What follows belongs to an exercise in optimizing a design on an open flow for small area, a short achievable clock period and few clock cycles; a production flow would make more cautious choices. Only simulation tests tie the RTL to the original design; equivalence was not proved.

$ cat run.sh
#!/bin/bash
# synth_recipe.tcl (not shown) runs the flow's synth.tcl, then flattens the netlist and writes it again
# the make line also repeats each setting of config.mk as NAME=value (left out here)
make -C /OpenROAD-flow-scripts/flow DESIGN_CONFIG=/design/flow/config.mk WORK_HOME=/design/flow/orfs CLKGATE_MAP_FILE= SYNTH_SCRIPT=/design/flow/synth_recipe.tcl finish
$ cat config.mk
export PLATFORM = sky130hd
export DESIGN_NAME = fmcore
export DESIGN_NICKNAME = fmcore
export VERILOG_FILES = /design/flow/design.v
export SDC_FILE = /design/flow/constraint.sdc
export NUM_CORES = 4
export LEC_CHECK = 0
export CAP_MARGIN = 20
export CORE_MARGIN = 2
export CORE_UTILIZATION = 45
export SLEW_MARGIN = 20
$ cat constraint.sdc
create_clock -name core_clock -period 50.0 [get_ports {clk}]
set_input_delay 10.0000 -clock core_clock [delete_from_list [all_inputs] [get_ports {clk}]]
set_output_delay 10.0000 -clock core_clock [all_outputs]
set_load 0.01 [all_outputs]
$ cat design.v
module fm_semi_rom (
    input  wire [3:0] addr,
    output reg  [16:0] data
);
    always @(*) begin
        case (addr)
            4'd0: data = 17'd65536;
            4'd1: data = 17'd69433;
            4'd2: data = 17'd73562;
            4'd3: data = 17'd77936;
            4'd4: data = 17'd82570;
            4'd5: data = 17'd87480;
            4'd6: data = 17'd92682;
            4'd7: data = 17'd98193;
            4'd8: data = 17'd104032;
            4'd9: data = 17'd110218;
            4'd10: data = 17'd116772;
            4'd11: data = 17'd123715;
            default: data = 17'd0;
        endcase
    end
endmodule
module fm_nfrac_rom (
    input  wire [7:0] addr,
    output reg  [16:0] data
);
    always @(*) begin
        case (addr)
            8'd0: data = 17'd65536;
            8'd1: data = 17'd65551;
            8'd2: data = 17'd65566;
            8'd3: data = 17'd65580;
            8'd4: data = 17'd65595;
            8'd5: data = 17'd65610;
            8'd6: data = 17'd65625;
            8'd7: data = 17'd65640;
            8'd8: data = 17'd65654;
            8'd9: data = 17'd65669;
            8'd10: data = 17'd65684;
            8'd11: data = 17'd65699;
            8'd12: data = 17'd65714;
            8'd13: data = 17'd65729;
            8'd14: data = 17'd65743;
            8'd15: data = 17'd65758;
            8'd16: data = 17'd65773;
            8'd17: data = 17'd65788;
            8'd18: data = 17'd65803;
            8'd19: data = 17'd65818;
            8'd20: data = 17'd65832;
            8'd21: data = 17'd65847;
            8'd22: data = 17'd65862;
            8'd23: data = 17'd65877;
            8'd24: data = 17'd65892;
            8'd25: data = 17'd65907;
            8'd26: data = 17'd65922;
            8'd27: data = 17'd65936;
            8'd28: data = 17'd65951;
            8'd29: data = 17'd65966;
            8'd30: data = 17'd65981;
            8'd31: data = 17'd65996;
            8'd32: data = 17'd66011;
            8'd33: data = 17'd66026;
            8'd34: data = 17'd66041;
            8'd35: data = 17'd66056;
            8'd36: data = 17'd66071;
            8'd37: data = 17'd66085;
            8'd38: data = 17'd66100;
            8'd39: data = 17'd66115;
            8'd40: data = 17'd66130;
            8'd41: data = 17'd66145;
            8'd42: data = 17'd66160;
            8'd43: data = 17'd66175;
            8'd44: data = 17'd66190;
            8'd45: data = 17'd66205;
            8'd46: data = 17'd66220;
            8'd47: data = 17'd66235;
            8'd48: data = 17'd66250;
            8'd49: data = 17'd66265;
            8'd50: data = 17'd66280;
            8'd51: data = 17'd66294;
            8'd52: data = 17'd66309;
            8'd53: data = 17'd66324;
            8'd54: data = 17'd66339;
            8'd55: data = 17'd66354;
            8'd56: data = 17'd66369;
            8'd57: data = 17'd66384;
            8'd58: data = 17'd66399;
            8'd59: data = 17'd66414;
            8'd60: data = 17'd66429;
            8'd61: data = 17'd66444;
            8'd62: data = 17'd66459;
            8'd63: data = 17'd66474;
            8'd64: data = 17'd66489;
            8'd65: data = 17'd66504;
            8'd66: data = 17'd66519;
            8'd67: data = 17'd66534;
            8'd68: data = 17'd66549;
            8'd69: data = 17'd66564;
            8'd70: data = 17'd66579;
            8'd71: data = 17'd66594;
            8'd72: data = 17'd66609;
            8'd73: data = 17'd66624;
            8'd74: data = 17'd66639;
            8'd75: data = 17'd66654;
            8'd76: data = 17'd66670;
            8'd77: data = 17'd66685;
            8'd78: data = 17'd66700;
            8'd79: data = 17'd66715;
            8'd80: data = 17'd66730;
            8'd81: data = 17'd66745;
            8'd82: data = 17'd66760;
            8'd83: data = 17'd66775;
            8'd84: data = 17'd66790;
            8'd85: data = 17'd66805;
            8'd86: data = 17'd66820;
            8'd87: data = 17'd66835;
            8'd88: data = 17'd66850;
            8'd89: data = 17'd66865;
            8'd90: data = 17'd66880;
            8'd91: data = 17'd66896;
            8'd92: data = 17'd66911;
            8'd93: data = 17'd66926;
            8'd94: data = 17'd66941;
            8'd95: data = 17'd66956;
            8'd96: data = 17'd66971;
            8'd97: data = 17'd66986;
            8'd98: data = 17'd67001;
            8'd99: data = 17'd67016;
            8'd100: data = 17'd67032;
            8'd101: data = 17'd67047;
            8'd102: data = 17'd67062;
            8'd103: data = 17'd67077;
            8'd104: data = 17'd67092;
            8'd105: data = 17'd67107;
            8'd106: data = 17'd67122;
            8'd107: data = 17'd67137;
            8'd108: data = 17'd67153;
            8'd109: data = 17'd67168;
            8'd110: data = 17'd67183;
            8'd111: data = 17'd67198;
            8'd112: data = 17'd67213;
            8'd113: data = 17'd67228;
            8'd114: data = 17'd67244;
            8'd115: data = 17'd67259;
            8'd116: data = 17'd67274;
            8'd117: data = 17'd67289;
            8'd118: data = 17'd67304;
            8'd119: data = 17'd67320;
            8'd120: data = 17'd67335;
            8'd121: data = 17'd67350;
            8'd122: data = 17'd67365;
            8'd123: data = 17'd67380;
            8'd124: data = 17'd67395;
            8'd125: data = 17'd67411;
            8'd126: data = 17'd67426;
            8'd127: data = 17'd67441;
            8'd128: data = 17'd67456;
            8'd129: data = 17'd67472;
            8'd130: data = 17'd67487;
            8'd131: data = 17'd67502;
            8'd132: data = 17'd67517;
            8'd133: data = 17'd67532;
            8'd134: data = 17'd67548;
            8'd135: data = 17'd67563;
            8'd136: data = 17'd67578;
            8'd137: data = 17'd67593;
            8'd138: data = 17'd67609;
            8'd139: data = 17'd67624;
            8'd140: data = 17'd67639;
            8'd141: data = 17'd67655;
            8'd142: data = 17'd67670;
            8'd143: data = 17'd67685;
            8'd144: data = 17'd67700;
            8'd145: data = 17'd67716;
            8'd146: data = 17'd67731;
            8'd147: data = 17'd67746;
            8'd148: data = 17'd67761;
            8'd149: data = 17'd67777;
            8'd150: data = 17'd67792;
            8'd151: data = 17'd67807;
            8'd152: data = 17'd67823;
            8'd153: data = 17'd67838;
            8'd154: data = 17'd67853;
            8'd155: data = 17'd67869;
            8'd156: data = 17'd67884;
            8'd157: data = 17'd67899;
            8'd158: data = 17'd67915;
            8'd159: data = 17'd67930;
            8'd160: data = 17'd67945;
            8'd161: data = 17'd67961;
            8'd162: data = 17'd67976;
            8'd163: data = 17'd67991;
            8'd164: data = 17'd68007;
            8'd165: data = 17'd68022;
            8'd166: data = 17'd68037;
            8'd167: data = 17'd68053;
            8'd168: data = 17'd68068;
            8'd169: data = 17'd68083;
            8'd170: data = 17'd68099;
            8'd171: data = 17'd68114;
            8'd172: data = 17'd68129;
            8'd173: data = 17'd68145;
            8'd174: data = 17'd68160;
            8'd175: data = 17'd68176;
            8'd176: data = 17'd68191;
            8'd177: data = 17'd68206;
            8'd178: data = 17'd68222;
            8'd179: data = 17'd68237;
            8'd180: data = 17'd68252;
            8'd181: data = 17'd68268;
            8'd182: data = 17'd68283;
            8'd183: data = 17'd68299;
            8'd184: data = 17'd68314;
            8'd185: data = 17'd68330;
            8'd186: data = 17'd68345;
            8'd187: data = 17'd68360;
            8'd188: data = 17'd68376;
            8'd189: data = 17'd68391;
            8'd190: data = 17'd68407;
            8'd191: data = 17'd68422;
            8'd192: data = 17'd68438;
            8'd193: data = 17'd68453;
            8'd194: data = 17'd68468;
            8'd195: data = 17'd68484;
            8'd196: data = 17'd68499;
            8'd197: data = 17'd68515;
            8'd198: data = 17'd68530;
            8'd199: data = 17'd68546;
            8'd200: data = 17'd68561;
            8'd201: data = 17'd68577;
            8'd202: data = 17'd68592;
            8'd203: data = 17'd68608;
            8'd204: data = 17'd68623;
            8'd205: data = 17'd68639;
            8'd206: data = 17'd68654;
            8'd207: data = 17'd68670;
            8'd208: data = 17'd68685;
            8'd209: data = 17'd68701;
            8'd210: data = 17'd68716;
            8'd211: data = 17'd68732;
            8'd212: data = 17'd68747;
            8'd213: data = 17'd68763;
            8'd214: data = 17'd68778;
            8'd215: data = 17'd68794;
            8'd216: data = 17'd68809;
            8'd217: data = 17'd68825;
            8'd218: data = 17'd68840;
            8'd219: data = 17'd68856;
            8'd220: data = 17'd68871;
            8'd221: data = 17'd68887;
            8'd222: data = 17'd68902;
            8'd223: data = 17'd68918;
            8'd224: data = 17'd68933;
            8'd225: data = 17'd68949;
            8'd226: data = 17'd68965;
            8'd227: data = 17'd68980;
            8'd228: data = 17'd68996;
            8'd229: data = 17'd69011;
            8'd230: data = 17'd69027;
            8'd231: data = 17'd69042;
            8'd232: data = 17'd69058;
            8'd233: data = 17'd69074;
            8'd234: data = 17'd69089;
            8'd235: data = 17'd69105;
            8'd236: data = 17'd69120;
            8'd237: data = 17'd69136;
            8'd238: data = 17'd69152;
            8'd239: data = 17'd69167;
            8'd240: data = 17'd69183;
            8'd241: data = 17'd69198;
            8'd242: data = 17'd69214;
            8'd243: data = 17'd69230;
            8'd244: data = 17'd69245;
            8'd245: data = 17'd69261;
            8'd246: data = 17'd69276;
            8'd247: data = 17'd69292;
            8'd248: data = 17'd69308;
            8'd249: data = 17'd69323;
            8'd250: data = 17'd69339;
            8'd251: data = 17'd69355;
            8'd252: data = 17'd69370;
            8'd253: data = 17'd69386;
            8'd254: data = 17'd69402;
            8'd255: data = 17'd69417;
            default: data = 17'd0;
        endcase
    end
endmodule
module fm_ehi_rom (
    input  wire [7:0] addr,
    output reg  [16:0] data
);
    always @(*) begin
        case (addr)
            8'd0: data = 17'd65536;
            8'd1: data = 17'd65714;
            8'd2: data = 17'd65892;
            8'd3: data = 17'd66071;
            8'd4: data = 17'd66250;
            8'd5: data = 17'd66429;
            8'd6: data = 17'd66609;
            8'd7: data = 17'd66790;
            8'd8: data = 17'd66971;
            8'd9: data = 17'd67153;
            8'd10: data = 17'd67335;
            8'd11: data = 17'd67517;
            8'd12: data = 17'd67700;
            8'd13: data = 17'd67884;
            8'd14: data = 17'd68068;
            8'd15: data = 17'd68252;
            8'd16: data = 17'd68438;
            8'd17: data = 17'd68623;
            8'd18: data = 17'd68809;
            8'd19: data = 17'd68996;
            8'd20: data = 17'd69183;
            8'd21: data = 17'd69370;
            8'd22: data = 17'd69558;
            8'd23: data = 17'd69747;
            8'd24: data = 17'd69936;
            8'd25: data = 17'd70126;
            8'd26: data = 17'd70316;
            8'd27: data = 17'd70507;
            8'd28: data = 17'd70698;
            8'd29: data = 17'd70889;
            8'd30: data = 17'd71082;
            8'd31: data = 17'd71274;
            8'd32: data = 17'd71468;
            8'd33: data = 17'd71661;
            8'd34: data = 17'd71856;
            8'd35: data = 17'd72050;
            8'd36: data = 17'd72246;
            8'd37: data = 17'd72442;
            8'd38: data = 17'd72638;
            8'd39: data = 17'd72835;
            8'd40: data = 17'd73032;
            8'd41: data = 17'd73230;
            8'd42: data = 17'd73429;
            8'd43: data = 17'd73628;
            8'd44: data = 17'd73828;
            8'd45: data = 17'd74028;
            8'd46: data = 17'd74229;
            8'd47: data = 17'd74430;
            8'd48: data = 17'd74632;
            8'd49: data = 17'd74834;
            8'd50: data = 17'd75037;
            8'd51: data = 17'd75240;
            8'd52: data = 17'd75444;
            8'd53: data = 17'd75649;
            8'd54: data = 17'd75854;
            8'd55: data = 17'd76060;
            8'd56: data = 17'd76266;
            8'd57: data = 17'd76473;
            8'd58: data = 17'd76680;
            8'd59: data = 17'd76888;
            8'd60: data = 17'd77096;
            8'd61: data = 17'd77305;
            8'd62: data = 17'd77515;
            8'd63: data = 17'd77725;
            8'd64: data = 17'd77936;
            8'd65: data = 17'd78147;
            8'd66: data = 17'd78359;
            8'd67: data = 17'd78572;
            8'd68: data = 17'd78785;
            8'd69: data = 17'd78998;
            8'd70: data = 17'd79212;
            8'd71: data = 17'd79427;
            8'd72: data = 17'd79642;
            8'd73: data = 17'd79858;
            8'd74: data = 17'd80075;
            8'd75: data = 17'd80292;
            8'd76: data = 17'd80510;
            8'd77: data = 17'd80728;
            8'd78: data = 17'd80947;
            8'd79: data = 17'd81166;
            8'd80: data = 17'd81386;
            8'd81: data = 17'd81607;
            8'd82: data = 17'd81828;
            8'd83: data = 17'd82050;
            8'd84: data = 17'd82273;
            8'd85: data = 17'd82496;
            8'd86: data = 17'd82719;
            8'd87: data = 17'd82944;
            8'd88: data = 17'd83169;
            8'd89: data = 17'd83394;
            8'd90: data = 17'd83620;
            8'd91: data = 17'd83847;
            8'd92: data = 17'd84074;
            8'd93: data = 17'd84302;
            8'd94: data = 17'd84531;
            8'd95: data = 17'd84760;
            8'd96: data = 17'd84990;
            8'd97: data = 17'd85220;
            8'd98: data = 17'd85451;
            8'd99: data = 17'd85683;
            8'd100: data = 17'd85915;
            8'd101: data = 17'd86148;
            8'd102: data = 17'd86382;
            8'd103: data = 17'd86616;
            8'd104: data = 17'd86851;
            8'd105: data = 17'd87086;
            8'd106: data = 17'd87322;
            8'd107: data = 17'd87559;
            8'd108: data = 17'd87796;
            8'd109: data = 17'd88034;
            8'd110: data = 17'd88273;
            8'd111: data = 17'd88513;
            8'd112: data = 17'd88752;
            8'd113: data = 17'd88993;
            8'd114: data = 17'd89234;
            8'd115: data = 17'd89476;
            8'd116: data = 17'd89719;
            8'd117: data = 17'd89962;
            8'd118: data = 17'd90206;
            8'd119: data = 17'd90451;
            8'd120: data = 17'd90696;
            8'd121: data = 17'd90942;
            8'd122: data = 17'd91188;
            8'd123: data = 17'd91436;
            8'd124: data = 17'd91684;
            8'd125: data = 17'd91932;
            8'd126: data = 17'd92181;
            8'd127: data = 17'd92431;
            8'd128: data = 17'd92682;
            8'd129: data = 17'd92933;
            8'd130: data = 17'd93185;
            8'd131: data = 17'd93438;
            8'd132: data = 17'd93691;
            8'd133: data = 17'd93945;
            8'd134: data = 17'd94200;
            8'd135: data = 17'd94455;
            8'd136: data = 17'd94711;
            8'd137: data = 17'd94968;
            8'd138: data = 17'd95226;
            8'd139: data = 17'd95484;
            8'd140: data = 17'd95743;
            8'd141: data = 17'd96002;
            8'd142: data = 17'd96263;
            8'd143: data = 17'd96524;
            8'd144: data = 17'd96785;
            8'd145: data = 17'd97048;
            8'd146: data = 17'd97311;
            8'd147: data = 17'd97575;
            8'd148: data = 17'd97839;
            8'd149: data = 17'd98104;
            8'd150: data = 17'd98370;
            8'd151: data = 17'd98637;
            8'd152: data = 17'd98905;
            8'd153: data = 17'd99173;
            8'd154: data = 17'd99442;
            8'd155: data = 17'd99711;
            8'd156: data = 17'd99982;
            8'd157: data = 17'd100253;
            8'd158: data = 17'd100524;
            8'd159: data = 17'd100797;
            8'd160: data = 17'd101070;
            8'd161: data = 17'd101344;
            8'd162: data = 17'd101619;
            8'd163: data = 17'd101895;
            8'd164: data = 17'd102171;
            8'd165: data = 17'd102448;
            8'd166: data = 17'd102726;
            8'd167: data = 17'd103004;
            8'd168: data = 17'd103283;
            8'd169: data = 17'd103564;
            8'd170: data = 17'd103844;
            8'd171: data = 17'd104126;
            8'd172: data = 17'd104408;
            8'd173: data = 17'd104691;
            8'd174: data = 17'd104975;
            8'd175: data = 17'd105260;
            8'd176: data = 17'd105545;
            8'd177: data = 17'd105831;
            8'd178: data = 17'd106118;
            8'd179: data = 17'd106406;
            8'd180: data = 17'd106694;
            8'd181: data = 17'd106984;
            8'd182: data = 17'd107274;
            8'd183: data = 17'd107565;
            8'd184: data = 17'd107856;
            8'd185: data = 17'd108149;
            8'd186: data = 17'd108442;
            8'd187: data = 17'd108736;
            8'd188: data = 17'd109031;
            8'd189: data = 17'd109326;
            8'd190: data = 17'd109623;
            8'd191: data = 17'd109920;
            8'd192: data = 17'd110218;
            8'd193: data = 17'd110517;
            8'd194: data = 17'd110816;
            8'd195: data = 17'd111117;
            8'd196: data = 17'd111418;
            8'd197: data = 17'd111720;
            8'd198: data = 17'd112023;
            8'd199: data = 17'd112327;
            8'd200: data = 17'd112631;
            8'd201: data = 17'd112937;
            8'd202: data = 17'd113243;
            8'd203: data = 17'd113550;
            8'd204: data = 17'd113858;
            8'd205: data = 17'd114167;
            8'd206: data = 17'd114476;
            8'd207: data = 17'd114787;
            8'd208: data = 17'd115098;
            8'd209: data = 17'd115410;
            8'd210: data = 17'd115723;
            8'd211: data = 17'd116036;
            8'd212: data = 17'd116351;
            8'd213: data = 17'd116667;
            8'd214: data = 17'd116983;
            8'd215: data = 17'd117300;
            8'd216: data = 17'd117618;
            8'd217: data = 17'd117937;
            8'd218: data = 17'd118257;
            8'd219: data = 17'd118577;
            8'd220: data = 17'd118899;
            8'd221: data = 17'd119221;
            8'd222: data = 17'd119544;
            8'd223: data = 17'd119869;
            8'd224: data = 17'd120194;
            8'd225: data = 17'd120519;
            8'd226: data = 17'd120846;
            8'd227: data = 17'd121174;
            8'd228: data = 17'd121502;
            8'd229: data = 17'd121832;
            8'd230: data = 17'd122162;
            8'd231: data = 17'd122493;
            8'd232: data = 17'd122825;
            8'd233: data = 17'd123158;
            8'd234: data = 17'd123492;
            8'd235: data = 17'd123827;
            8'd236: data = 17'd124163;
            8'd237: data = 17'd124500;
            8'd238: data = 17'd124837;
            8'd239: data = 17'd125176;
            8'd240: data = 17'd125515;
            8'd241: data = 17'd125855;
            8'd242: data = 17'd126197;
            8'd243: data = 17'd126539;
            8'd244: data = 17'd126882;
            8'd245: data = 17'd127226;
            8'd246: data = 17'd127571;
            8'd247: data = 17'd127917;
            8'd248: data = 17'd128263;
            8'd249: data = 17'd128611;
            8'd250: data = 17'd128960;
            8'd251: data = 17'd129310;
            8'd252: data = 17'd129660;
            8'd253: data = 17'd130012;
            8'd254: data = 17'd130364;
            8'd255: data = 17'd130718;
            default: data = 17'd0;
        endcase
    end
endmodule
module fm_elo_rom (
    input  wire [7:0] addr,
    output reg  [16:0] data
);
    always @(*) begin
        case (addr)
            8'd0: data = 17'd65536;
            8'd1: data = 17'd65537;
            8'd2: data = 17'd65537;
            8'd3: data = 17'd65538;
            8'd4: data = 17'd65539;
            8'd5: data = 17'd65539;
            8'd6: data = 17'd65540;
            8'd7: data = 17'd65541;
            8'd8: data = 17'd65542;
            8'd9: data = 17'd65542;
            8'd10: data = 17'd65543;
            8'd11: data = 17'd65544;
            8'd12: data = 17'd65544;
            8'd13: data = 17'd65545;
            8'd14: data = 17'd65546;
            8'd15: data = 17'd65546;
            8'd16: data = 17'd65547;
            8'd17: data = 17'd65548;
            8'd18: data = 17'd65548;
            8'd19: data = 17'd65549;
            8'd20: data = 17'd65550;
            8'd21: data = 17'd65551;
            8'd22: data = 17'd65551;
            8'd23: data = 17'd65552;
            8'd24: data = 17'd65553;
            8'd25: data = 17'd65553;
            8'd26: data = 17'd65554;
            8'd27: data = 17'd65555;
            8'd28: data = 17'd65555;
            8'd29: data = 17'd65556;
            8'd30: data = 17'd65557;
            8'd31: data = 17'd65557;
            8'd32: data = 17'd65558;
            8'd33: data = 17'd65559;
            8'd34: data = 17'd65560;
            8'd35: data = 17'd65560;
            8'd36: data = 17'd65561;
            8'd37: data = 17'd65562;
            8'd38: data = 17'd65562;
            8'd39: data = 17'd65563;
            8'd40: data = 17'd65564;
            8'd41: data = 17'd65564;
            8'd42: data = 17'd65565;
            8'd43: data = 17'd65566;
            8'd44: data = 17'd65567;
            8'd45: data = 17'd65567;
            8'd46: data = 17'd65568;
            8'd47: data = 17'd65569;
            8'd48: data = 17'd65569;
            8'd49: data = 17'd65570;
            8'd50: data = 17'd65571;
            8'd51: data = 17'd65571;
            8'd52: data = 17'd65572;
            8'd53: data = 17'd65573;
            8'd54: data = 17'd65573;
            8'd55: data = 17'd65574;
            8'd56: data = 17'd65575;
            8'd57: data = 17'd65576;
            8'd58: data = 17'd65576;
            8'd59: data = 17'd65577;
            8'd60: data = 17'd65578;
            8'd61: data = 17'd65578;
            8'd62: data = 17'd65579;
            8'd63: data = 17'd65580;
            8'd64: data = 17'd65580;
            8'd65: data = 17'd65581;
            8'd66: data = 17'd65582;
            8'd67: data = 17'd65582;
            8'd68: data = 17'd65583;
            8'd69: data = 17'd65584;
            8'd70: data = 17'd65585;
            8'd71: data = 17'd65585;
            8'd72: data = 17'd65586;
            8'd73: data = 17'd65587;
            8'd74: data = 17'd65587;
            8'd75: data = 17'd65588;
            8'd76: data = 17'd65589;
            8'd77: data = 17'd65589;
            8'd78: data = 17'd65590;
            8'd79: data = 17'd65591;
            8'd80: data = 17'd65591;
            8'd81: data = 17'd65592;
            8'd82: data = 17'd65593;
            8'd83: data = 17'd65594;
            8'd84: data = 17'd65594;
            8'd85: data = 17'd65595;
            8'd86: data = 17'd65596;
            8'd87: data = 17'd65596;
            8'd88: data = 17'd65597;
            8'd89: data = 17'd65598;
            8'd90: data = 17'd65598;
            8'd91: data = 17'd65599;
            8'd92: data = 17'd65600;
            8'd93: data = 17'd65600;
            8'd94: data = 17'd65601;
            8'd95: data = 17'd65602;
            8'd96: data = 17'd65603;
            8'd97: data = 17'd65603;
            8'd98: data = 17'd65604;
            8'd99: data = 17'd65605;
            8'd100: data = 17'd65605;
            8'd101: data = 17'd65606;
            8'd102: data = 17'd65607;
            8'd103: data = 17'd65607;
            8'd104: data = 17'd65608;
            8'd105: data = 17'd65609;
            8'd106: data = 17'd65610;
            8'd107: data = 17'd65610;
            8'd108: data = 17'd65611;
            8'd109: data = 17'd65612;
            8'd110: data = 17'd65612;
            8'd111: data = 17'd65613;
            8'd112: data = 17'd65614;
            8'd113: data = 17'd65614;
            8'd114: data = 17'd65615;
            8'd115: data = 17'd65616;
            8'd116: data = 17'd65616;
            8'd117: data = 17'd65617;
            8'd118: data = 17'd65618;
            8'd119: data = 17'd65619;
            8'd120: data = 17'd65619;
            8'd121: data = 17'd65620;
            8'd122: data = 17'd65621;
            8'd123: data = 17'd65621;
            8'd124: data = 17'd65622;
            8'd125: data = 17'd65623;
            8'd126: data = 17'd65623;
            8'd127: data = 17'd65624;
            8'd128: data = 17'd65625;
            8'd129: data = 17'd65625;
            8'd130: data = 17'd65626;
            8'd131: data = 17'd65627;
            8'd132: data = 17'd65628;
            8'd133: data = 17'd65628;
            8'd134: data = 17'd65629;
            8'd135: data = 17'd65630;
            8'd136: data = 17'd65630;
            8'd137: data = 17'd65631;
            8'd138: data = 17'd65632;
            8'd139: data = 17'd65632;
            8'd140: data = 17'd65633;
            8'd141: data = 17'd65634;
            8'd142: data = 17'd65635;
            8'd143: data = 17'd65635;
            8'd144: data = 17'd65636;
            8'd145: data = 17'd65637;
            8'd146: data = 17'd65637;
            8'd147: data = 17'd65638;
            8'd148: data = 17'd65639;
            8'd149: data = 17'd65639;
            8'd150: data = 17'd65640;
            8'd151: data = 17'd65641;
            8'd152: data = 17'd65641;
            8'd153: data = 17'd65642;
            8'd154: data = 17'd65643;
            8'd155: data = 17'd65644;
            8'd156: data = 17'd65644;
            8'd157: data = 17'd65645;
            8'd158: data = 17'd65646;
            8'd159: data = 17'd65646;
            8'd160: data = 17'd65647;
            8'd161: data = 17'd65648;
            8'd162: data = 17'd65648;
            8'd163: data = 17'd65649;
            8'd164: data = 17'd65650;
            8'd165: data = 17'd65650;
            8'd166: data = 17'd65651;
            8'd167: data = 17'd65652;
            8'd168: data = 17'd65653;
            8'd169: data = 17'd65653;
            8'd170: data = 17'd65654;
            8'd171: data = 17'd65655;
            8'd172: data = 17'd65655;
            8'd173: data = 17'd65656;
            8'd174: data = 17'd65657;
            8'd175: data = 17'd65657;
            8'd176: data = 17'd65658;
            8'd177: data = 17'd65659;
            8'd178: data = 17'd65659;
            8'd179: data = 17'd65660;
            8'd180: data = 17'd65661;
            8'd181: data = 17'd65662;
            8'd182: data = 17'd65662;
            8'd183: data = 17'd65663;
            8'd184: data = 17'd65664;
            8'd185: data = 17'd65664;
            8'd186: data = 17'd65665;
            8'd187: data = 17'd65666;
            8'd188: data = 17'd65666;
            8'd189: data = 17'd65667;
            8'd190: data = 17'd65668;
            8'd191: data = 17'd65669;
            8'd192: data = 17'd65669;
            8'd193: data = 17'd65670;
            8'd194: data = 17'd65671;
            8'd195: data = 17'd65671;
            8'd196: data = 17'd65672;
            8'd197: data = 17'd65673;
            8'd198: data = 17'd65673;
            8'd199: data = 17'd65674;
            8'd200: data = 17'd65675;
            8'd201: data = 17'd65675;
            8'd202: data = 17'd65676;
            8'd203: data = 17'd65677;
            8'd204: data = 17'd65678;
            8'd205: data = 17'd65678;
            8'd206: data = 17'd65679;
            8'd207: data = 17'd65680;
            8'd208: data = 17'd65680;
            8'd209: data = 17'd65681;
            8'd210: data = 17'd65682;
            8'd211: data = 17'd65682;
            8'd212: data = 17'd65683;
            8'd213: data = 17'd65684;
            8'd214: data = 17'd65685;
            8'd215: data = 17'd65685;
            8'd216: data = 17'd65686;
            8'd217: data = 17'd65687;
            8'd218: data = 17'd65687;
            8'd219: data = 17'd65688;
            8'd220: data = 17'd65689;
            8'd221: data = 17'd65689;
            8'd222: data = 17'd65690;
            8'd223: data = 17'd65691;
            8'd224: data = 17'd65691;
            8'd225: data = 17'd65692;
            8'd226: data = 17'd65693;
            8'd227: data = 17'd65694;
            8'd228: data = 17'd65694;
            8'd229: data = 17'd65695;
            8'd230: data = 17'd65696;
            8'd231: data = 17'd65696;
            8'd232: data = 17'd65697;
            8'd233: data = 17'd65698;
            8'd234: data = 17'd65698;
            8'd235: data = 17'd65699;
            8'd236: data = 17'd65700;
            8'd237: data = 17'd65700;
            8'd238: data = 17'd65701;
            8'd239: data = 17'd65702;
            8'd240: data = 17'd65703;
            8'd241: data = 17'd65703;
            8'd242: data = 17'd65704;
            8'd243: data = 17'd65705;
            8'd244: data = 17'd65705;
            8'd245: data = 17'd65706;
            8'd246: data = 17'd65707;
            8'd247: data = 17'd65707;
            8'd248: data = 17'd65708;
            8'd249: data = 17'd65709;
            8'd250: data = 17'd65710;
            8'd251: data = 17'd65710;
            8'd252: data = 17'd65711;
            8'd253: data = 17'd65712;
            8'd254: data = 17'd65712;
            8'd255: data = 17'd65713;
            default: data = 17'd0;
        endcase
    end
endmodule
module fm_sine_sq (
    input  wire signed [23:0] n,
    output wire        [23:0] nn
);
    wire signed [47:0] sq = n * n;
    assign nn = sq[46:23];
endmodule
module fm_sine_t5 (
    input  wire [23:0] nn,
    output wire [24:0] t5
);
    wire signed [47:0] p = $signed({1'b0, nn}) * -48'sd3638733;
    wire signed [47:0] t = 48'sd20372901 + (p >>> 23);
    assign t5 = t[24:0];
endmodule
module fm_sine_t3 (
    input  wire        [23:0] nn,
    input  wire        [24:0] t5,
    output wire signed [26:0] t3
);
    wire [48:0] p = nn * t5;
    wire signed [26:0] hi = {1'b0, p[48:23]};
    assign t3 = -27'sd43066296 + hi;
endmodule
module fm_sine_t1 (
    input  wire        [23:0] nn,
    input  wire signed [26:0] t3,
    output wire        [24:0] t1
);
    wire signed [51:0] p = $signed({1'b0, nn}) * t3;
    wire signed [28:0] hi = p[51:23];
    wire signed [28:0] t = 29'sd26332128 + hi;
    assign t1 = t[24:0];
endmodule
module fm_sine_out (
    input  wire signed [23:0] n,
    input  wire        [24:0] t1,
    output wire signed [24:0] s
);
    wire signed [49:0] p = n * $signed({1'b0, t1});
    assign s = p[47:23];
endmodule
module fm_clip_in (
    input  wire signed [31:0] x,
    output wire               hi,
    output wire               lo,
    output wire        [23:0] xs
);
    assign hi = (x >= 32'sd8388608);
    assign lo = (x <= -32'sd8388608);
    assign xs = x[23:0];
endmodule
module fm_clip_sq (
    input  wire signed [23:0] xs,
    output wire        [23:0] x2
);
    wire signed [47:0] sq = xs * xs;
    assign x2 = sq[46:23];
endmodule
module fm_clip_out (
    input  wire               hi,
    input  wire               lo,
    input  wire signed [23:0] xs,
    input  wire        [23:0] x2,
    output wire signed [24:0] y
);
    wire signed [48:0] cu  = $signed({1'b0, x2}) * xs;
    wire signed [25:0] x3  = cu[48:23];
    wire signed [26:0] num = 27'sd3 * xs - x3;
    assign y = hi ? 25'sd8388608 : lo ? -25'sd8388608 : num[25:1];
endmodule
module fm_mtof_inc #(
    parameter [63:0] KA4 = 64'd2580187286514
) (
    input  wire [16:0] mant,
    input  wire [7:0]  oct,
    output wire [31:0] inc
);
    wire [58:0] prod = KA4[41:0] * mant;
    wire [5:0]  sh1  = 6'd31 - oct[5:0];                     
    wire [58:0] part = prod >> sh1;
    wire [32:0] rnd  = part[32:0] + 33'd1;
    assign inc = rnd[32:1];
endmodule
module fm_pmap_addr (
    input  wire        dbtoa,
    input  wire [15:0] code,
    output wire [16:0] ra,
    output wire [16:0] rb,
    output wire [7:0]  oct
);
    wire signed [17:0] d    = $signed(code) - 18'sd17664;
    wire signed [9:0]  si   = d[17:8];
    wire [7:0]         fr   = d[7:0];
    wire [8:0]         si_b = si + 10'sd204;
    wire [4:0]         q    = si_b / 9'd12;
    wire [3:0]         s    = si_b % 9'd12;
    wire signed [5:0]  noct = $signed({1'b0, q}) - 6'sd17;
    wire signed [34:0] e = $signed(code) * $signed({1'b0, 18'd174165});
    wire [16:0] semi, nfrac, hi, lo;
    fm_semi_rom  u_semi  (.addr(s),        .data(semi));
    fm_nfrac_rom u_nfrac (.addr(fr),       .data(nfrac));
    fm_ehi_rom   u_ehi   (.addr(e[27:20]), .data(hi));
    fm_elo_rom   u_elo   (.addr(e[19:12]), .data(lo));
    assign ra  = dbtoa ? hi : semi;
    assign rb  = dbtoa ? lo : nfrac;
    assign oct = dbtoa ? {e[34], e[34:28]} : {{2{noct[5]}}, noct};
endmodule
module fm_pmap_mant (
    input  wire [16:0] ra,
    input  wire [16:0] rb,
    output wire [16:0] mant
);
    wire [33:0] p = ra * rb;
    wire [34:0] r = p + 35'd32768;
    assign mant = r[32:16];
endmodule
module fmcore #(
    parameter integer FS_HZ = 48000
) (
    input  wire        clk,
    input  wire        rst,
    input  wire        cmd_valid,
    input  wire [31:0] cmd_data,
    output wire        cmd_ready,
    output reg         rsp_valid,
    output reg  [15:0] rsp_data,
    output reg         smp_valid,
    output wire [47:0] smp_data,
    output wire        err
);
    localparam [63:0] KA4 = (64'd440 * (64'd1 << 49) + FS_HZ) / (2 * FS_HZ);
    localparam [63:0] KHZ = ((64'd1 << 49) + FS_HZ) / (2 * FS_HZ);
    localparam [3:0] OP_NOP = 4'h0, OP_WR = 4'h1, OP_RD = 4'h2, OP_COMMIT = 4'h3,
                     OP_STEP = 4'h4, OP_SINE = 4'h5, OP_CLIP = 4'h6, OP_MTOF = 4'h7,
                     OP_DBTOA = 4'h8, OP_CLRERR = 4'h9;
    localparam [3:0] S_IDLE = 4'd0, S_STEP = 4'd1, S_COMMIT = 4'd2, S_SINE0 = 4'd3,
                     S_SINE1 = 4'd4, S_CLIP0 = 4'd5, S_CLIP1 = 4'd6, S_PU0 = 4'd7,
                     S_PU1 = 4'd8;
    reg [15:0] stg0, stg1, stg2, stg3, stg4;
    reg [15:0] act0, act1, act2, act3, act4;
    reg [15:0] oph;
    reg [47:0] out_r;
    reg [47:0] res;
    reg        pend, err_r;
    reg [3:0]  ecode;
    reg [31:0] phm_arch;         
    reg        rdy;
    reg [3:0]  state;
    reg [15:0] cimm;             
    assign cmd_ready = rdy;
    assign smp_data  = out_r;
    assign err       = err_r;
    wire        acc  = cmd_valid && rdy;
    wire [3:0]  op   = cmd_data[31:28];
    wire [6:0]  rsv  = cmd_data[27:21];
    wire [4:0]  addr = cmd_data[20:16];
    wire [15:0] imm  = cmd_data[15:0];
    wire addr_unmapped = (addr >= 5'h05 && addr <= 5'h07) || (addr >= 5'h16);
    wire addr_staging  = (addr <= 5'h04);
    reg [16:0]       ma, md;       
    reg signed [7:0] oa, od;
    reg [31:0]       cinc0, minc;  
    reg              dvalid;
    reg [3:0]        dseq;         
    reg        u1_v, u1_db;  reg [2:0] u1_tag;  reg [15:0] u1_code;
    reg        u2_v, u2_db;  reg [2:0] u2_tag;  reg [16:0] u2_ra, u2_rb; reg [7:0] u2_oct;
    reg        u3_v, u3_db;  reg [2:0] u3_tag;  reg [16:0] u3_mant;     reg [7:0] u3_oct;
    wire [16:0] pm_ra, pm_rb, pm_mant;
    wire [7:0]  pm_oct;
    wire [31:0] pm_inc;
    fm_pmap_addr u_pa (.dbtoa(u1_db), .code(u1_code), .ra(pm_ra), .rb(pm_rb), .oct(pm_oct));
    fm_pmap_mant u_pm (.ra(u2_ra), .rb(u2_rb), .mant(pm_mant));
    fm_mtof_inc #(.KA4(KA4)) u_pi (.mant(u3_mant), .oct(u3_oct), .inc(pm_inc));
    reg [31:0] phm_head;         
    reg        rs;               
    reg        fu_mode;          
    reg        v1, v2, v3, v4, v5, v6, v7, v8, v9, v10, v11, v12, v13, v14, v15, v16;
    reg [23:0] r1_nn;  reg signed [23:0] r1_n;
    reg [24:0] r2_t5;  reg [23:0] r2_nn;  reg signed [23:0] r2_n;
    reg signed [26:0] r3_t3; reg [23:0] r3_nn; reg signed [23:0] r3_n;
    reg [24:0] r4_t1;  reg signed [23:0] r4_n;
    reg signed [24:0] r5_ms;
    reg        r6_hi, r6_lo; reg [23:0] r6_xs;
    reg        r7_hi, r7_lo; reg [23:0] r7_xs; reg [23:0] r7_x2;
    reg signed [24:0] r8_sh;
    reg signed [42:0] r9_p;
    reg [31:0] r10_d;
    reg [31:0] phc_acc;          
    reg [23:0] r12_nn; reg [31:0] r12_ph;
    reg [24:0] r13_t5; reg [23:0] r13_nn; reg [31:0] r13_ph;
    reg signed [26:0] r14_t3; reg [23:0] r14_nn; reg [31:0] r14_ph;
    reg [24:0] r15_t1; reg [31:0] r15_ph;
    reg signed [24:0] r16_cs; reg [31:0] r16_ph;
    reg        vh, vs;
    reg signed [24:0] h_cs; reg [31:0] h_ph;
    reg signed [24:0] s_cs; reg [31:0] s_ph;
    wire adv     = !vs;
    wire inject  = adv && !rs && dvalid && !fu_mode;
    wire deliver = adv && v16 && !fu_mode;
    wire [23:0] m1_nn;  fm_sine_sq  u_m1 (.n(phm_head[31:8]), .nn(m1_nn));
    wire [24:0] m2_t5;  fm_sine_t5  u_m2 (.nn(r1_nn), .t5(m2_t5));
    wire signed [26:0] m3_t3; fm_sine_t3 u_m3 (.nn(r2_nn), .t5(r2_t5), .t3(m3_t3));
    wire [24:0] m4_t1;  fm_sine_t1  u_m4 (.nn(r3_nn), .t3(r3_t3), .t1(m4_t1));
    wire signed [24:0] m5_s; fm_sine_out u_m5 (.n(r4_n), .t1(r4_t1), .s(m5_s));
    wire signed [40:0] drive_prod = $signed(act4) * r5_ms;
    wire        m6_hi, m6_lo; wire [23:0] m6_xs;
    fm_clip_in u_m6 (.x(drive_prod[39:8]), .hi(m6_hi), .lo(m6_lo), .xs(m6_xs));
    wire        f6_hi, f6_lo; wire [23:0] f6_xs;
    fm_clip_in u_f6 (.x({oph, cimm}), .hi(f6_hi), .lo(f6_lo), .xs(f6_xs));
    wire [23:0] m7_x2;  fm_clip_sq  u_m7 (.xs(r6_xs), .x2(m7_x2));
    wire signed [24:0] m8_y; fm_clip_out u_m8 (.hi(r7_hi), .lo(r7_lo), .xs(r7_xs), .x2(r7_x2), .y(m8_y));
    wire signed [42:0] m9_p  = $signed({1'b0, md}) * r8_sh;
    wire signed [75:0] dprod = r9_p * $signed({1'b0, KHZ[32:0]});
    wire [6:0]         dsh1  = 7'd54 - {{1{od[7]}}, od[5:0]};    
    wire signed [75:0] dpart = dprod >>> dsh1;
    wire signed [75:0] dfull = (dpart + 76'sd1) >>> 1;
    wire [31:0]        m10_d = dfull[31:0];
    wire [23:0] c1_nn;  fm_sine_sq  u_c1 (.n(phc_acc[31:8]), .nn(c1_nn));
    wire [24:0] c2_t5;  fm_sine_t5  u_c2 (.nn(r12_nn), .t5(c2_t5));
    wire signed [26:0] c3_t3; fm_sine_t3 u_c3 (.nn(r13_nn), .t5(r13_t5), .t3(c3_t3));
    wire [24:0] c4_t1;  fm_sine_t1  u_c4 (.nn(r14_nn), .t3(r14_t3), .t1(c4_t1));
    wire signed [24:0] c5_s; fm_sine_out u_c5 (.n(r15_ph[31:8]), .t1(r15_t1), .s(c5_s));
    wire signed [42:0] gprod   = h_cs * $signed({1'b0, ma});
    wire signed [47:0] gprod_w = gprod;
    wire signed [8:0]  gsh     = 9'sd16 - oa;
    wire [5:0]         gsh1    = gsh[5:0] - 6'd1;
    wire signed [47:0] gpart   = gprod_w >>> gsh1;
    wire signed [47:0] gright  = (gpart + 48'sd1) >>> 1;
    wire [2:0]         gleft   = -gsh[2:0];
    wire signed [47:0] gout    = (gsh > 0) ? gright : (gprod_w <<< gleft);
    reg [15:0] rd_val;
    always @(*) begin
        case (addr)
            5'h00: rd_val = stg0;
            5'h01: rd_val = stg1;
            5'h02: rd_val = stg2;
            5'h03: rd_val = stg3;
            5'h04: rd_val = stg4;
            5'h08: rd_val = act0;
            5'h09: rd_val = act1;
            5'h0A: rd_val = act2;
            5'h0B: rd_val = act3;
            5'h0C: rd_val = act4;
            5'h0D: rd_val = oph;
            5'h0E: rd_val = {8'h00, ecode, 2'b00, err_r, pend};
            5'h0F: rd_val = 16'h464D;
            5'h10: rd_val = out_r[15:0];
            5'h11: rd_val = out_r[31:16];
            5'h12: rd_val = out_r[47:32];
            5'h13: rd_val = res[15:0];
            5'h14: rd_val = res[31:16];
            5'h15: rd_val = res[47:32];
            default: rd_val = 16'h0000;
        endcase
    end
    wire can_step = vh && dvalid;
    wire dec_ok   = acc && (op < 4'hA) && (rsv == 7'd0);
    wire consume = (dec_ok && op == OP_STEP && can_step) ||
                   (state == S_STEP && can_step);
    wire do_commit = (dec_ok && op == OP_COMMIT && vh) ||
                     (state == S_COMMIT && vh);
    wire do_sine = (state == S_SINE0) && vh;
    wire do_clip = (state == S_CLIP0) && vh;
    wire sine_done = (state == S_SINE1) && v16;
    wire clip_done = (state == S_CLIP1) && v8;
    wire flush = do_commit || do_sine || do_clip || sine_done || clip_done;
    wire        pu_fu  = (state == S_PU0) && (dseq == 4'd0);
    reg         rq_v, rq_db; reg [2:0] rq_tag; reg [15:0] rq_code;
    always @(*) begin
        rq_v = 1'b0; rq_db = 1'b0; rq_tag = 3'd0; rq_code = 16'd0;
        case (dseq)
            4'd1: begin rq_v = 1'b1; rq_db = 1'b1; rq_tag = 3'd0; rq_code = act0; end
            4'd2: begin rq_v = 1'b1; rq_db = 1'b0; rq_tag = 3'd2; rq_code = act2; end
            4'd3: begin rq_v = 1'b1; rq_db = 1'b1; rq_tag = 3'd3; rq_code = act3; end
            4'd4: begin rq_v = 1'b1; rq_db = 1'b0; rq_tag = 3'd1; rq_code = act1; end
            default: begin
                rq_v = pu_fu; rq_db = (cimm[0] == 1'b0) ? 1'b0 : 1'b1; rq_tag = 3'd4; rq_code = cimm;
            end
        endcase
    end
    reg pu_is_db;    
    task raise_error(input [3:0] code);
        begin
            if (!err_r)
                ecode <= code;
            err_r <= 1'b1;
        end
    endtask
    always @(posedge clk) begin
        if (rst) begin
            rdy       <= 1'b1;
            state     <= S_IDLE;
            cimm      <= 16'd0;
            pu_is_db  <= 1'b0;
            stg0      <= 16'd0; stg1 <= 16'd0; stg2 <= 16'd0; stg3 <= 16'd0; stg4 <= 16'd0;
            act0      <= 16'd0; act1 <= 16'd0; act2 <= 16'd0; act3 <= 16'd0; act4 <= 16'd0;
            oph       <= 16'd0;
            out_r     <= 48'd0;
            res       <= 48'd0;
            pend      <= 1'b0;
            err_r     <= 1'b0;
            ecode     <= 4'd0;
            rsp_valid <= 1'b0;
            rsp_data  <= 16'd0;
            smp_valid <= 1'b0;
            phm_arch  <= 32'd0;
        end else begin
            rsp_valid <= 1'b0;
            smp_valid <= 1'b0;
            if (consume) begin
                out_r     <= gout;
                phm_arch  <= phm_arch + minc;
                smp_valid <= 1'b1;
            end
            if (do_commit) begin
                act0 <= stg0; act1 <= stg1; act2 <= stg2; act3 <= stg3; act4 <= stg4;
                pend <= 1'b0;
            end
            case (state)
                S_IDLE: begin
                    if (acc) begin
                        cimm <= imm;
                        if (op >= 4'hA) begin
                            raise_error(4'd1);
                        end else if (rsv != 7'd0) begin
                            raise_error(4'd2);
                            if (op == OP_RD) begin
                                rsp_valid <= 1'b1;
                                rsp_data  <= 16'h0000;
                            end
                            if (op == OP_STEP)
                                smp_valid <= 1'b1;
                        end else begin
                            case (op)
                                OP_WR: begin
                                    if (addr_unmapped)
                                        raise_error(4'd3);
                                    else if (addr_staging) begin
                                        case (addr[2:0])
                                            3'd0: stg0 <= imm;
                                            3'd1: stg1 <= imm;
                                            3'd2: stg2 <= imm;
                                            3'd3: stg3 <= imm;
                                            default: stg4 <= imm;
                                        endcase
                                        pend <= 1'b1;
                                    end else if (addr == 5'h0D)
                                        oph <= imm;
                                    else
                                        raise_error(4'd4);
                                end
                                OP_RD: begin
                                    rsp_valid <= 1'b1;
                                    rsp_data  <= rd_val;
                                    if (addr_unmapped)
                                        raise_error(4'd3);
                                end
                                OP_COMMIT: begin
                                    if (!vh) begin
                                        rdy   <= 1'b0;
                                        state <= S_COMMIT;
                                    end
                                end
                                OP_STEP: begin
                                    if (!can_step) begin
                                        rdy   <= 1'b0;
                                        state <= S_STEP;
                                    end
                                end
                                OP_SINE: begin
                                    rdy   <= 1'b0;
                                    state <= S_SINE0;
                                end
                                OP_CLIP: begin
                                    rdy   <= 1'b0;
                                    state <= S_CLIP0;
                                end
                                OP_MTOF, OP_DBTOA: begin
                                    rdy      <= 1'b0;
                                    pu_is_db <= (op == OP_DBTOA);
                                    state    <= S_PU0;
                                end
                                OP_CLRERR: begin
                                    err_r <= 1'b0;
                                    ecode <= 4'd0;
                                end
                                default: ;
                            endcase
                        end
                    end
                end
                S_STEP: begin
                    if (can_step) begin
                        rdy   <= 1'b1;
                        state <= S_IDLE;
                    end
                end
                S_COMMIT: begin
                    if (vh) begin
                        rdy   <= 1'b1;
                        state <= S_IDLE;
                    end
                end
                S_SINE0: if (vh) state <= S_SINE1;
                S_SINE1: begin
                    if (v16) begin
                        res   <= {{23{r16_cs[24]}}, r16_cs};
                        rdy   <= 1'b1;
                        state <= S_IDLE;
                    end
                end
                S_CLIP0: if (vh) state <= S_CLIP1;
                S_CLIP1: begin
                    if (v8) begin
                        res   <= {{23{r8_sh[24]}}, r8_sh};
                        rdy   <= 1'b1;
                        state <= S_IDLE;
                    end
                end
                S_PU0: if (pu_fu) state <= S_PU1;
                S_PU1: begin
                    if (u3_v && u3_tag == 3'd4) begin
                        res   <= u3_db ? {16'h0000, u3_oct, 7'd0, u3_mant} : {16'h0000, pm_inc};
                        rdy   <= 1'b1;
                        state <= S_IDLE;
                    end
                end
                default: begin
                    rdy   <= 1'b1;
                    state <= S_IDLE;
                end
            endcase
        end
    end
    always @(posedge clk) begin
        if (rst) begin
            dseq   <= 4'd1;
            dvalid <= 1'b0;
            u1_v <= 1'b0; u2_v <= 1'b0; u3_v <= 1'b0;
        end else begin
            u1_v    <= rq_v;
            u1_db   <= (dseq == 4'd0) ? pu_is_db : rq_db;
            u1_tag  <= rq_tag;
            u1_code <= rq_code;
            u2_v   <= u1_v;  u2_db  <= u1_db;  u2_tag <= u1_tag;
            u2_ra  <= pm_ra; u2_rb  <= pm_rb;  u2_oct <= pm_oct;
            u3_v   <= u2_v;  u3_db  <= u2_db;  u3_tag <= u2_tag;
            u3_mant <= pm_mant; u3_oct <= u2_oct;
            if (u3_v) begin
                case (u3_tag)
                    3'd0: begin ma <= u3_mant; oa <= u3_oct; end
                    3'd1: cinc0 <= pm_inc;
                    3'd2: minc  <= pm_inc;
                    3'd3: begin md <= u3_mant; od <= u3_oct; end
                    default: ;
                endcase
            end
            if (do_commit) begin
                dseq   <= 4'd1;
                dvalid <= 1'b0;
            end else if (dseq != 4'd0) begin
                if (dseq == 4'd7) begin
                    dseq   <= 4'd0;
                    dvalid <= 1'b1;
                end else
                    dseq <= dseq + 4'd1;
            end
        end
    end
    always @(posedge clk) begin
        if (rst) begin
            rs <= 1'b1;
            fu_mode <= 1'b0;
            {v1, v2, v3, v4, v5, v6, v7, v8, v9, v10, v11, v12, v13, v14, v15, v16} <= 16'd0;
            vh <= 1'b1; vs <= 1'b0;
            h_cs <= 25'sd0; h_ph <= 32'd0;
            phm_head <= 32'd0;
            phc_acc  <= 32'd0;
        end else begin
            if (rs && dvalid && !fu_mode && !flush) begin
                rs       <= 1'b0;
                phm_head <= phm_arch;
                phc_acc  <= h_ph;
            end else if (inject)
                phm_head <= phm_head + minc;
            if (adv) begin
                v1 <= inject; v2 <= v1; v3 <= v2; v4 <= v3; v5 <= v4; v6 <= v5; v7 <= v6;
                v8 <= v7; v9 <= v8; v10 <= v9; v11 <= v10; v12 <= v11; v13 <= v12;
                v14 <= v13; v15 <= v14; v16 <= v15;
                if (v10)
                    phc_acc <= phc_acc + cinc0 + r10_d;
            end
            if (consume) begin
                if (vs) begin
                    h_cs <= s_cs; h_ph <= s_ph; vs <= 1'b0;
                end else if (deliver) begin
                    h_cs <= r16_cs; h_ph <= r16_ph;
                end else
                    vh <= 1'b0;
            end else if (deliver) begin
                if (!vh) begin
                    h_cs <= r16_cs; h_ph <= r16_ph; vh <= 1'b1;
                end else begin
                    s_cs <= r16_cs; s_ph <= r16_ph; vs <= 1'b1;
                end
            end
            if (flush) begin
                {v1, v2, v3, v4, v5, v6, v7, v8, v9, v10, v11, v12, v13, v14, v15, v16} <= 16'd0;
                vs <= 1'b0;
                rs <= 1'b1;
                fu_mode <= 1'b0;
                if (do_sine) begin
                    phc_acc <= {oph, cimm};
                    v11     <= 1'b1;
                    fu_mode <= 1'b1;
                end
                if (do_clip) begin
                    v6      <= 1'b1;
                    fu_mode <= 1'b1;
                end
            end
        end
    end
    always @(posedge clk) begin
        if (adv) begin
            r1_nn <= m1_nn;  r1_n <= phm_head[31:8];
            r2_t5 <= m2_t5;  r2_nn <= r1_nn; r2_n <= r1_n;
            r3_t3 <= m3_t3;  r3_nn <= r2_nn; r3_n <= r2_n;
            r4_t1 <= m4_t1;  r4_n <= r3_n;
            r5_ms <= m5_s;
            r6_hi <= m6_hi;  r6_lo <= m6_lo; r6_xs <= m6_xs;
            r7_hi <= r6_hi;  r7_lo <= r6_lo; r7_xs <= r6_xs; r7_x2 <= m7_x2;
            r8_sh <= m8_y;
            r9_p  <= m9_p;
            r10_d <= m10_d;
            r12_nn <= c1_nn;  r12_ph <= phc_acc;
            r13_t5 <= c2_t5;  r13_nn <= r12_nn; r13_ph <= r12_ph;
            r14_t3 <= c3_t3;  r14_nn <= r13_nn; r14_ph <= r13_ph;
            r15_t1 <= c4_t1;  r15_ph <= r14_ph;
            r16_cs <= c5_s;   r16_ph <= r15_ph;
        end
        if (do_clip) begin
            r6_hi <= f6_hi; r6_lo <= f6_lo; r6_xs <= f6_xs;
        end
    end
endmodule
==> results.json <==
{
  "outcome": "timing/DRC/antenna clean",
  "grt_pass1_wl_um": 1900000,
  "worstHoldPathType": "register to register",
  "design_area_sq_mm": 0.410,
  "io_pins": 103,
  "syn_inst": 42200,
  "fillers": 82000,
  "antenna_left": 0,
  "dpl-instance-area_sq_mm": 0.403,
  "syn_area_per_cell_sq_um": 9.23,
  "cts_root_buf": "clkbuf_16",
  "arrival_ps": 15310,
  "finalCriticalPeriod_ps": 14430,
  "max_slew_margin_pct": 14.9,
  "vias": 293000,
  "start_kind": "input pin",
  "post_cts_resize_count": 0,
  "synthFlopType": "edfxtp_1",
  "ys_types": 114,
  "tightest_slew_ps": 1270,
  "placed_cells": 52500,
  "stdcell_count": 52900,
  "die_w_um": 934,
  "met1_usage_pct": 37.4,
  "grt_remaining_overflow": 0,
  "rows": 341,
  "grt_pass1_vias": 317000,
  "start_util_pct": 45.1,
  "grtUsageTotal_pct": 28.1,
  "cts_buffers": 195,
  "syn_nets": 53800,
  "busiest_layer": "met2",
  "critPathKind": "input pin to register",
  "dp_hpwl_um": 946000,
  "cts.clk_slew.worst_paths_ps": 60,
  "use_met3_pct": 4.26,
  "cts-htree-levels": 4,
  "ff_latch_area_sq_mm": 0.0408,
  "firstDrtPassIters": 9,
  "insertion_delay_ps": 1060,
  "postCtsHoldBufs": 0,
  "antenna_found_initial": 59,
  "finalHoldViolCount": 0,
  "synth_warnings": 5,
  "cts_sinks": 1521,
  "ys_seq_area_share_pct": 10.5,
  "dieArea_sq_mm": 0.872,
  "nets": 52800,
  "crit_required_ps": 50870,
  "drtIter0Drc": 23000,
  "cts_setup_buffers": 0,
  "cap_violations": 0,
  "wl_per_cell_um": 23.0,
  "portBuffers": 102,
  "place_congestion": 0.971,
  "setup_viol": 0,
  "wl_um": 1210000,
  "areaGrowthSynthToFinish_pct": 5.35,
  "multiInputGateArea_sq_mm": 0.306,
  "report.final.slew_viol_count": 0,
  "synth-async-reset-ratio_pct": 0,
  "synth_edf_count": 1037,
  "chipHeight_um": 934,
  "vias_per_cell": 5.54,
  "syn_area_sq_mm": 0.389,
  "reg2reg_depth": 45,
  "finalHoldWorstSlack_ps": 395,
  "ys_ff_latch": 1521,
  "drive_above_1_share_pct": 3.45,
  "rsz0062_at_grt": "false",
  "skew_ps": 151,
  "grt_max_degree": 169,
  "coreArea_sq_mm": 0.862,
  "worst-path-max-fanout": 117,
  "cts_tree": "yes",
  "tns_ps": 0,
  "period_share_pct": 28.9,
  "max_clock_freq_ghz": 0.0693,
  "clk_path_buf_depth": 4,
  "grtUsageMet2_pct": 46.3,
  "endpoint_kind": "register",
  "drc": 0,
  "min_path_cells": 0
}
[layout make-up]
cell class	count	share of cell area, %
sequential	1521	9.97
clock inverter	112	0.315
clock buffer	248	1.31
tap	11500	3.51
antenna	48	0.0293
timing repair buffer	834	1.64
multi-input combinational	29300	74.7
inverter	9337	8.56
[layout by cell type, fill, tap and decap left out, types with 110 or more instances in the layout]
cell type,count
inv_1,9324
fa_1,8139
nand2_1,5467
ha_1,3446
and2_1,2667
nor2_1,1423
a21oi_1,1310
edfxtp_1,1037
o21ai_0,754
buf_4,711
xnor2_1,648
dfxtp_1,479
nor3_1,462
nand3_1,417
a21o_1,290
xor2_1,271
a211oi_1,260
nand2b_1,227
o211ai_1,219
a31oi_1,206
clkbuf_16,203
a22oi_1,189
o21a_1,175
and3_1,167
mux2i_1,167
nand4_1,151
nor2b_1,136
a311oi_1,121
a221oi_1,113
or3_1,113
o31ai_1,110
[kinds of logic after synthesis]
family,Yosys count,share of synthesized area (%)
xor+xnor,952,2.15
mux,285,0.974
simple gates,11600,14.0
flops,1521,10.5
compound gates,4851,8.39
buf+inv,11400,11.0
fa+ha+maj,11600,53.0
[critical path, cell delays in order]
cell and delay [ps]:
clkdlybuf4s50_1 700, o21ai_0 460, and4_1 310, a22o_1 160, nor2b_4 160, buf_12 430, clkinv_2 340, buf_4 370
ha_1 300, a221oi_4 180, buf_4 400, buf_4 740, nor2_1 80, a311oi_1 310
[cells in the mapped netlist, types with 484 or more instances]
library cell / number / area, sq um
nand2_1: 5471 / 20500
ha_1: 3448 / 43100
a21oi_1: 1312 / 6570
o21ai_0: 759 / 3800
nor2_1: 1433 / 5380
fa_1: 8140 / 163000
and2_1: 2667 / 16700
xnor2_1: 669 / 5860
dfxtp_1: 484 / 9690
inv_1: 9330 / 35000
edfxtp_1: 1037 / 31100
clkbuf_1: 1903 / 7140
[through the flow]
stage               utilization, %  setup slack, ps
floorplan                        -            31250
global placement              46.7            34690
detailed placement            46.7            34700
CTS                           47.5            35780
global route                  47.5            35330
finish                        47.5            35570
[path summary, 6_finish.rpt]
check,start,to,slack (ps)
min reg2reg,r3_n[21],r4_n[21],400
max,cmd_data[29],h_cs[1],35570
min,r3_n[21],r4_n[21],400
max reg2reg,r7_xs[1],r8_sh[24],37280
[per-layer routing]
layer	share of wire, %	up-vias
li1	-	129000
met1	41	151000
met2	47	10600
met3	7.2	2375
met4	4.9	20
met5	0.011	-
[sequential cells by signal, indices dropped and copies added (netlist names), 27 cells and up]
register  count
r3_t3        27
phc_acc      32
phm_arch     32
r14_ph       32
s_ph         32
r15_ph       32
r9_p         43
r16_ph       32
minc         32
out_r        48
r12_ph       32
h_ph         32
res          33
cinc0        32
r10_d        32
r14_t3       27
r13_ph       32
phm_head     32
Testbench counts, summed over its fixed seeds: cycles 9,815.

-- static timing again, ports no longer ideal --
No port has a modelled driver above. Below, the same layout with a new extraction and two added sets of constraints. Step 1, drivers: a clkbuf_16 drives clk and a buf_2 each remaining input, both assumed. Step 2 moves the port delays by t, midway between the first and last clock arrival at a register: inputs arrive t later, outputs are due t later. That takes back most of the time a late clock gives input paths. Three values: ideal ports, drivers, drivers and shift; two values: the first two.
t, ns: 1.130
setup WS [ns]: 35.565 / 35.683 / 34.553
worst setup path after step 2: input to register
After both steps this run still meets setup and hold. The setup slack of this run moves by +0.118 ns with the drivers and by -1.012 ns with both steps.
